Background: an optimization exercise with open tools, aiming at small area, a short achievable clock period and few clock cycles. Do not read the settings as production practice.
Function was checked by simulation only, so behaviour that the tests miss may differ from the original.
No activity file was given, so power comes from the tool's default toggle rates.

## run A
// scc_chinj
module scc_chinj (
    input  wire        clk,
    input  wire        rst,
    input  wire        start,
    input  wire        seed_load,
    input  wire [31:0] seed_in,
    input  wire [31:0] txlen,
    input  wire [31:0] window,
    output wire        ready,
    output wire        done,
    output wire [31:0] seed_out,
    output wire [31:0] nflip,
    input  wire        in_valid,
    output wire        in_ready,
    input  wire [31:0] in_data,
    output wire        out_valid,
    input  wire        out_ready,
    output wire [31:0] out_data
);
make LEC_CHECK=0 CAP_MARGIN=20 CORE_MARGIN=2 CORE_UTILIZATION=60 PLACE_DENSITY=0.7 SETUP_SLACK_MARGIN=2.5 SLEW_MARGIN=20 finish   # period 10.0 ns
run.sh (not shown) runs the stock make flow with config.mk's settings and CLKGATE_MAP_FILE= SYNTH_SCRIPT=/design/flow/synth_recipe.tcl, a recipe that flattens the netlist after the stock synthesis.
Run A finished end to end and its layout was clean on timing, DRC and antenna.
Testbench counts of run A, summed over its fixed seeds: cycles 13,330.
Here is what was changed in the inputs of run B compared with run A.
- SETUP_SLACK_MARGIN changed from 2.5 to 3
Notes after the runs:
Run A and run B ended up with nearly the same sequential share of layout area.
Run B vs. run A: wire length on met1 flat, minimum setup slack in the final design up 420 ps.
Compared with run A, in run B number of nets in the final layout +about 0.43%; final standard cell count with taps included and fillers excluded +16; area inside the core boundary ~0 delta; routed wire length -530 um; worst-case register-to-register setup slack +420 ps.
Sort run A and run B by proportion of power drawn by combinational gates, ascending, and run A comes first.
Via count of the first global-routing pass (run B vs. run A) increases slightly
Input changes introduced in run C (baseline for comparison: run B):
- changing PLACE_DENSITY from 0.7 to 0.8
- changing CORE_UTILIZATION from 60 to 70
Findings:
- Global-route usage: run C and run B compared, lower one is run B
- Comparing run C and run B, the lower worst setup slack after layout was measured on run C.
- Looking at total met3 wirelength after detailed routing across run C and run B, the one that comes out higher is run C.
- Run C vs. run B: wire length reported by the detailed router went up by about 2.7%; number of placement rows went down by about 8%; met1 track utilization from global routing went up by 6.4 points.
- Between run B and run C, combined buffer and inverter count along the critical path increased.
- Run C has worst hold slack above what run B had.
- In the tables for run C and run B, wire length on met2 reads lower with run B.
- Going from run B to run C, period utilization grows by 1.2 points.
- On routability congestion estimate: between run C and run B, it ends up higher for run C.
What run D does differently from run C at the input level:
- CORE_UTILIZATION changed from 70 to 60
- SETUP_SLACK_MARGIN changed from 3 to 3.75
- PLACE_DENSITY changed from 0.8 to 0.7
### Flow results
Clock network power share: run D vs run C down 2.6 points. From run D to run C, async set-reset flop share out of synthesis did not move at all. Compared with run C, run D shows maximum frequency that has gone up by a little under 10%. Run C vs run D, top layer used by detailed routing: met4 vs met5. Total global routing track utilization for run D: 6.2 points down relative to run C. Delta(share of cells above drive strength 1, run D - run C) > 0. On number of iterations in the first detailed-routing pass, the higher figure sits with run C, not run D. All of run C and run D finish clean. Cell count: run C and run D compared, lower one is run C. In run D, the final period utilization came out 5.5 points below the value in run C. Between run C and run D, total detailed-routing wirelength increased.

* * *

Another version of the RTL of scc_chinj (not shown whole).
For scale: roughly 330 flip-flops, about 230 I/O pins.
// scc_chinj
module scc_chinj (
    input  wire        clk,
    input  wire        rst,
    input  wire        start,
    input  wire        seed_load,
    input  wire [31:0] seed_in,
    input  wire [31:0] txlen,
    input  wire [31:0] window,
    output wire        ready,
    output wire        done,
    output wire [31:0] seed_out,
    output wire [31:0] nflip,
    input  wire        in_valid,
    output wire        in_ready,
    input  wire [31:0] in_data,
    output wire        out_valid,
    input  wire        out_ready,
    output wire [31:0] out_data
);
    localparam [1:0] S_IDLE  = 2'd0,
                     S_SETUP = 2'd1,
                     S_RUN   = 2'd2,
                     S_DONE  = 2'd3;
    function [31:0] lstep(input [31:0] l);
        lstep = {l[30:0], l[31] ^ l[21] ^ l[1] ^ l[0]};
    endfunction
    function [31:0] lstep4(input [31:0] l);
        lstep4 = lstep(lstep(lstep(lstep(l))));
    endfunction
    function [31:0] lstep8(input [31:0] l);
        lstep8 = lstep4(lstep4(l));
    endfunction
    function [12:0] sub12(input [11:0] a, input [11:0] b);
        reg [11:0] g, p, G, P;
        integer i, lv, k;
        begin
            g = ~a & b;
            p = ~(a ^ b);
            G = g; P = p;
            for (lv = 1; lv < 12; lv = lv * 2)
                for (i = 11; i >= 0; i = i - 1)
                    if ((i / lv) % 2 == 1) begin
                        k = (i / lv) * lv - 1;
                        G[i] = G[i] | (P[i] & G[k]);
                        P[i] = P[i] & P[k];
                    end
            sub12 = {G[11], a ^ b ^ {G[10:0], 1'b0}};
        end
    endfunction
    function [33:0] add33(input [32:0] a, input [32:0] b, input ci);
        reg [32:0] g, p, G, P;
        integer i, lv, k;
        begin
            g = a & b;
            p = a ^ b;
            G = g; P = p;
            G[0] = g[0] | (p[0] & ci);
            for (lv = 1; lv < 33; lv = lv * 2)
                for (i = 32; i >= 0; i = i - 1)
                    if ((i / lv) % 2 == 1) begin
                        k = (i / lv) * lv - 1;
                        G[i] = G[i] | (P[i] & G[k]);
                        P[i] = P[i] & P[k];
                    end
  ...
==> flow/config.mk <==
export PLATFORM = sky130hd
export DESIGN_NAME = scc_chinj
export DESIGN_NICKNAME = scc_chinj
export VERILOG_FILES = /design/flow/design.v
export SDC_FILE = /design/flow/constraint.sdc
export NUM_CORES = 4
export LEC_CHECK = 0
export CAP_MARGIN = 20
export CORE_MARGIN = 2
export CORE_UTILIZATION = 60
export PLACE_DENSITY = 0.7
export SETUP_SLACK_MARGIN = 3
export SLEW_MARGIN = 20
==> flow/constraint.sdc <==
create_clock -name core_clock -period 10.0 [get_ports {clk}]
set_input_delay 2.0000 -clock core_clock [delete_from_list [all_inputs] [get_ports {clk}]]
set_output_delay 2.0000 -clock core_clock [all_outputs]
set_load 0.01 [all_outputs]
Testbench counts at the start, summed over its fixed seeds: cycles 21,974.
Change:
--- a/flow/config.mk
+++ b/flow/config.mk
@@ -11,3 +11,2 @@
 export PLACE_DENSITY = 0.7
-export SETUP_SLACK_MARGIN = 3
 export SLEW_MARGIN = 20
Effect:
- clock skew hardly moves
- non-clock buffer count decreases by 14
- synthesized cell count does not change
- final area went down by 0.52%
- sequential cell count stays the same
- via count goes down by 0.56%
- final cell count came out lower by 0.37%
- clock power stays flat

* * *

Another version of the RTL of scc_chinj (not shown whole).
Size: ~3000 cells after synthesis, ~360 flip-flops, roughly 230 I/O pins.
Design scc_chinj, start of the top module:
module scc_chinj (
    input  wire        clk,
    input  wire        rst,
    input  wire        start,
    input  wire        seed_load,
    input  wire [31:0] seed_in,
    input  wire [31:0] txlen,
    input  wire [31:0] window,
    output wire        ready,
    output wire        done,
    output wire [31:0] seed_out,
    output wire [31:0] nflip,
    input  wire        in_valid,
    output wire        in_ready,
    input  wire [31:0] in_data,
    output wire        out_valid,
    input  wire        out_ready,
    output wire [31:0] out_data
);
make LEC_CHECK=0 CAP_MARGIN=20 CORE_MARGIN=2 CORE_UTILIZATION=60 PLACE_DENSITY=0.7 SETUP_SLACK_MARGIN=5 SLEW_MARGIN=20 finish   # period 10.0 ns
Testbench counts at the start, summed over its fixed seeds: cycles 20,307.
Then changed:
- SETUP_SLACK_MARGIN: 5 -> 4
The changed run went through all stages and came out clean. Fmax fell by 3.3%. Worst setup slack loses 0.20 ns. Hold slack gains 0.0032 ns. Synthesized cell count stays the same. Clock power barely changes. First-iteration DRC count rose by 1.3%.

* * *

Another version of the RTL of scc_chinj (not shown whole).
Size in the first run: roughly 420 flip-flops, ~0.037 mm^2 of cells after synthesis.
Design scc_chinj, start of the top module:
module scc_chinj (
    input  wire        clk,
    input  wire        rst,
    input  wire        start,
    input  wire        seed_load,
    input  wire [31:0] seed_in,
    input  wire [31:0] txlen,
    input  wire [31:0] window,
    output wire        ready,
    output wire        done,
    output wire [31:0] seed_out,
    output wire [31:0] nflip,
    input  wire        in_valid,
    output wire        in_ready,
    input  wire [31:0] in_data,
    output wire        out_valid,
    input  wire        out_ready,
    output wire [31:0] out_data
);
    localparam [1:0] S_IDLE  = 2'd0,
                     S_SETUP = 2'd1,
                     S_RUN   = 2'd2,
                     S_DONE  = 2'd3;
    function [31:0] lstep(input [31:0] l);
        lstep = {l[30:0], l[31] ^ l[21] ^ l[1] ^ l[0]};
    endfunction
    function [31:0] lstep4(input [31:0] l);
        lstep4 = lstep(lstep(lstep(lstep(l))));
    endfunction
    function [31:0] lstep16(input [31:0] l);
        lstep16 = lstep4(lstep4(lstep4(lstep4(l))));
    endfunction
    function [12:0] sub12(input [11:0] a, input [11:0] b);
        reg [11:0] g, p, G, P;
        integer i, lv, k;
        begin
            g = ~a & b;
            p = ~(a ^ b);
            G = g; P = p;
            for (lv = 1; lv < 12; lv = lv * 2)
                for (i = 11; i >= 0; i = i - 1)
                    if ((i / lv) % 2 == 1) begin
                        k = (i / lv) * lv - 1;
                        G[i] = G[i] | (P[i] & G[k]);
                        P[i] = P[i] & P[k];
                    end
            sub12 = {G[11], a ^ b ^ {G[10:0], 1'b0}};
        end
    endfunction
    function [33:0] add33(input [32:0] a, input [32:0] b, input ci);
        reg [32:0] g, p, G, P;
        integer i, lv, k;
        begin
            g = a & b;
            p = a ^ b;
            G = g; P = p;
            G[0] = g[0] | (p[0] & ci);
            for (lv = 1; lv < 33; lv = lv * 2)
  ...
clock: 10.0 ns
lec_check: 0
cap_margin: 20
core_margin: 2
core_utilization: 60
place_density: 0.7
setup_slack_margin: 3.75
slew_margin: 20
Testbench counts at the start, summed over its fixed seeds: cycles 12,861.
==> next run, changes <==
- SETUP_SLACK_MARGIN: 3.75 -> 3
Result:
- area after synthesis does not change
- cell area shrinks by 3.5%
- register-to-register slack is worse by 0.47 ns
- non-clock buffer count shrinks by 93
- worst setup slack is worse by 0.47 ns
- die area is unchanged

* * *

scc_chinj again, from the RTL that the note above started with.
==> flow/config.mk <==
export PLATFORM = sky130hd
export DESIGN_NAME = scc_chinj
export DESIGN_NICKNAME = scc_chinj
export VERILOG_FILES = /design/flow/design.v
export SDC_FILE = /design/flow/constraint.sdc
export NUM_CORES = 4
export LEC_CHECK = 0
export CAP_MARGIN = 20
export CORE_MARGIN = 2
export CORE_UTILIZATION = 60
export PLACE_DENSITY = 0.7
export SETUP_SLACK_MARGIN = 4
export SLEW_MARGIN = 20
==> flow/constraint.sdc <==
create_clock -name core_clock -period 10.0 [get_ports {clk}]
set_input_delay 2.0000 -clock core_clock [delete_from_list [all_inputs] [get_ports {clk}]]
set_output_delay 2.0000 -clock core_clock [all_outputs]
set_load 0.01 [all_outputs]
The starting point completed with no timing, DRC or antenna violations.
Testbench counts at the start, summed over its fixed seeds: cycles 12,861.
Edit:
--- a/flow/config.mk
+++ b/flow/config.mk
@@ -12 +12 @@
-export SETUP_SLACK_MARGIN = 4
+export SETUP_SLACK_MARGIN = 3.5
Via count fell by about 4%.
Cell area fell by 4.8%.
Worst setup slack degrades by 0.10 ns.

## port drivers added, routing unchanged
The flow's constraints put no driver on any port. The routed layouts listed below were extracted and timed again, unchanged, in two steps.
Step 1: set_driving_cell puts a clkbuf_16 on clk and a buf_2 on each other input, an assumption about the parent block.
Step 2 moves the port delays by t, midway between the first and last clock arrival at a register: inputs arrive t later, outputs are due t later. That takes back most of the time a late clock gives input paths.
a / b / c = ideal ports / drivers / drivers and shift; a / b = the first two.
run	t (ns)	setup WS [ns]	worst hold slack (ns)	worst setup path at the end
run A	0.669	2.845 / 2.876 / 2.207	0.414 / 0.414 / 0.414	input to register
run B	0.669	3.267 / 3.297 / 2.639	0.415 / 0.415 / 0.415	input to register
run C	0.647	3.148 / 3.148 / 2.647	0.426 / 0.426 / 0.426	input to register
run D	0.671	3.699 / 3.699 / 3.269	0.421 / 0.421 / 0.421	input to register
the first run of note 2	0.627	3.328 / 3.328 / 3.328	0.488 / 0.488 / 0.488	register to register
the second run of note 2	0.625	2.233 / 2.233 / 2.233	0.488 / 0.488 / 0.488	register to register
the first run of note 3	0.641	4.273 / 4.273 / 4.273	0.482 / 0.482 / 0.482	register to register
the second run of note 3	0.629	4.076 / 4.076 / 3.683	0.485 / 0.485 / 0.485	input to register
the first run of note 4	0.685	3.800 / 3.800 / 3.322	0.422 / 0.422 / 0.422	input to register
the second run of note 4	0.682	3.329 / 3.329 / 2.852	0.420 / 0.420 / 0.420	input to register
the first run of note 5	0.681	3.780 / 3.780 / 3.509	0.419 / 0.419 / 0.419	input to register
the second run of note 5	0.684	3.677 / 3.677 / 3.138	0.418 / 0.418 / 0.418	input to register
After both steps every run listed still meets setup and hold. The setup slack of run A, which loses most, moves by +0.031 ns with the drivers and by -0.638 ns with both steps.
